This design comes from an exercise in tuning for small area on the open sky130 flow, not from production work.
In this exercise RTL edits were held to simulation tests only and were not proved equivalent to the original.

Design nec16_core, start of the top module:
module nec16_core (
    input  wire        clk,
    input  wire        rst,           
    input  wire        step,          
    output wire        ready,         
    output wire        done,          
    output wire        err,           
    output wire [1:0]  err_code,      
    input  wire [3:0]  dbg_sel,
    output wire [15:0] dbg_val,
    input  wire        host_we,
    input  wire [15:0] host_wdata,
    output wire        bus_req,
    output wire        bus_we,
    output wire [15:0] bus_addr,
    output reg  [7:0]  bus_wdata,     
    input  wire        bus_ack,
    input  wire [7:0]  bus_rdata,
    input  wire        bus_err,
    input  wire [1:0]  bus_err_code
);
Size: ~1,300 cells after synthesis, ~320 flip-flops, ~83 I/O pins, ~15,000 sq um of cells after synthesis.
export LEC_CHECK = 0
export CAP_MARGIN = 0
export CORE_MARGIN = 2
export CORE_UTILIZATION = 60
export GPL_TIMING_DRIVEN = 0
export PLACE_DENSITY = 0.75
export SLEW_MARGIN = 0
create_clock -name core_clock -period 10.0 [get_ports {clk}]
standard.sh (not shown) runs the stock make flow with config.mk's settings and CLKGATE_MAP_FILE= SYNTH_SCRIPT=/design/flow/synth_recipe.tcl, a recipe that flattens the netlist after the stock synthesis.
==> flow/flow/run.sh <==
#!/bin/bash
# The standard layout (standard.sh) with these changes:
#  - synthesis maps with flow/abc.script (deepsyn, then &nf mapping) and leaves
#    adders to ABC instead of extracting full/half adder cells (ADDER_MAP_FILE empty);
#  - ports are buffered with sky130_fd_sc_hd__buf_1;
#  - the clock tree is built from clkbuf_8 (clusters of at most 16 sinks) without dummy loads.
# Each ORFS step writes its full log under orfs/logs; make's output is in flow_make.log.
set -euo pipefail
HERE=$(pwd)
export AREA_ABC_SCRIPT=$HERE/flow/abc.script
export CTS_ARGS="-sink_clustering_enable -repair_clock_nets -buf_list sky130_fd_sc_hd__clkbuf_8 -sink_clustering_size 16 -sink_clustering_max_diameter 50 -dont_use_dummy_load"
bash standard.sh SYNTH_SCRIPT=$HERE/flow/synth.tcl ADDER_MAP_FILE= "BUFFER_PORTS_ARGS=-buffer_cell sky130_fd_sc_hd__buf_1" finish > $HERE/flow_make.log 2>&1
==> flow/flow/abc.script <==
strash
&get -n
&deepsyn -T 60
&put
balance
rewrite
refactor
balance
rewrite
rewrite -z
balance
refactor -z
rewrite -z
balance
&get -n
&dch
&nf -R 1000
&put
topo
==> flow/flow/synth.tcl <==
# synth_recipe.tcl with one change: the final technology mapping uses flow/abc.script
proc synth {args} { yosys synth -nofsm -noshare {*}$args }
proc abc {args} {
  set i [lsearch -exact $args -script]
  if { $i >= 0 } { lset args [expr { $i + 1 }] $::env(AREA_ABC_SCRIPT) }
  yosys abc {*}$args
}
source $::env(SCRIPTS_DIR)/synth.tcl
# left out here: clear keep_hierarchy, flatten, clean up, hide names made inside functions, write 1_2_yosys.v
The baseline completed with no timing, DRC or antenna violations.
Next try:
--- a/flow/flow/run.sh
+++ b/flow/flow/run.sh
@@ -2,3 +2,2 @@
-# The standard layout (standard.sh) with these changes:
-#  - synthesis maps with flow/abc.script (deepsyn, then &nf mapping) and leaves
-#    adders to ABC instead of extracting full/half adder cells (ADDER_MAP_FILE empty);
+# The standard layout (standard.sh) with three changes:
+#  - synthesis maps with flow/abc.script (an area-oriented ABC script);
@@ -12 +11 @@
-bash standard.sh SYNTH_SCRIPT=$HERE/flow/synth.tcl ADDER_MAP_FILE= "BUFFER_PORTS_ARGS=-buffer_cell sky130_fd_sc_hd__buf_1" finish > $HERE/flow_make.log 2>&1
+bash standard.sh SYNTH_SCRIPT=$HERE/flow/synth.tcl "BUFFER_PORTS_ARGS=-buffer_cell sky130_fd_sc_hd__buf_1" finish > $HERE/flow_make.log 2>&1
--- a/flow/flow/abc.script
+++ b/flow/flow/abc.script
@@ -15,4 +15,2 @@
-&get -n
-&dch
-&nf -R 1000
-&put
+dch
+amap
After rerunning: Setup slack degrades by 0.29 ns; synthesized area goes up by 5.4%; count of clock-buffer cells in the layout came out higher by 2; synthesized cell count is higher by 12%; core utilization grows by 1.3 points; design area goes up by 6.5%.
Next try:
==> flow/flow/run.sh (replaced) <==
#!/bin/bash
# The standard layout (standard.sh) with these changes:
#  - synthesis maps with flow/abc.script (an area-oriented ABC script) and leaves
#    adders to ABC instead of extracting full/half adder cells (ADDER_MAP_FILE empty);
#  - ports are buffered with sky130_fd_sc_hd__buf_1;
#  - the clock tree is built from clkbuf_8 (clusters of at most 14 sinks) without dummy loads.
# Each ORFS step writes its full log under orfs/logs; make's output is in flow_make.log.
set -euo pipefail
HERE=$(pwd)
export AREA_ABC_SCRIPT=$HERE/flow/abc.script
export CTS_ARGS="-sink_clustering_enable -repair_clock_nets -buf_list sky130_fd_sc_hd__clkbuf_8 -sink_clustering_size 14 -sink_clustering_max_diameter 50 -dont_use_dummy_load"
bash standard.sh SYNTH_SCRIPT=$HERE/flow/synth.tcl ADDER_MAP_FILE= "BUFFER_PORTS_ARGS=-buffer_cell sky130_fd_sc_hd__buf_1" finish > $HERE/flow_make.log 2>&1
Fmax climbs by 1.5%.
Worst setup slack improved by 0.14 ns.
Routed wire length came out lower by 11%.
Next try:
--- a/flow/flow/run.sh
+++ b/flow/flow/run.sh
@@ -2,3 +2,2 @@
-# The standard layout (standard.sh) with these changes:
-#  - synthesis maps with flow/abc.script (an area-oriented ABC script) and leaves
-#    adders to ABC instead of extracting full/half adder cells (ADDER_MAP_FILE empty);
+# The standard layout (standard.sh) with three changes:
+#  - synthesis maps with flow/abc.script (an area-oriented ABC script);
@@ -12 +11 @@
-bash standard.sh SYNTH_SCRIPT=$HERE/flow/synth.tcl ADDER_MAP_FILE= "BUFFER_PORTS_ARGS=-buffer_cell sky130_fd_sc_hd__buf_1" finish > $HERE/flow_make.log 2>&1
+bash standard.sh SYNTH_SCRIPT=$HERE/flow/synth.tcl "BUFFER_PORTS_ARGS=-buffer_cell sky130_fd_sc_hd__buf_1" finish > $HERE/flow_make.log 2>&1
- The new run produced a clean layout
- worst setup slack loses 0.031 ns
- cell area rises by 4.4%
- synthesized cell count rises by 4.5%
- wire length rises by 13%
- die area rises by 3.9%
- critical path depth rises by 1
- final cell count rises by 3.8%
- clock-buffer cell count falls by 1

==> separate check: timing with driven ports <==
No port has a modelled driver above. Below, the same layouts with a new extraction and two added sets of constraints.
Step 1, drivers: a clkbuf_16 drives clk and a buf_2 each remaining input, both assumed.
Step 2, shift: input delay + t, output delay - t, t = (earliest + latest rising clock arrival at the registers) / 2. This alone moves slack from input paths to output paths.
Three values: ideal ports, drivers, drivers and shift; two values: the first two.
| run | t, ns | setup WS [ns] | latest minus earliest clock arrival (ns) |
|---|---|---|---|
| the first run | 0.594 | 0.705 / 0.705 / 0.705 | 0.141 / 0.141 |
| the second run | 0.605 | 0.410 / 0.410 / 0.329 | 0.086 / 0.086 |
| the third run | 0.621 | 0.551 / 0.551 / 0.551 | 0.109 / 0.109 |
| the fourth run | 0.621 | 0.519 / 0.519 / 0.478 | 0.103 / 0.104 |
After both steps setup and hold are still met in every run listed. The setup slack of the second run, which loses most, moves by 0.000 ns with the drivers and by -0.081 ns with both steps.
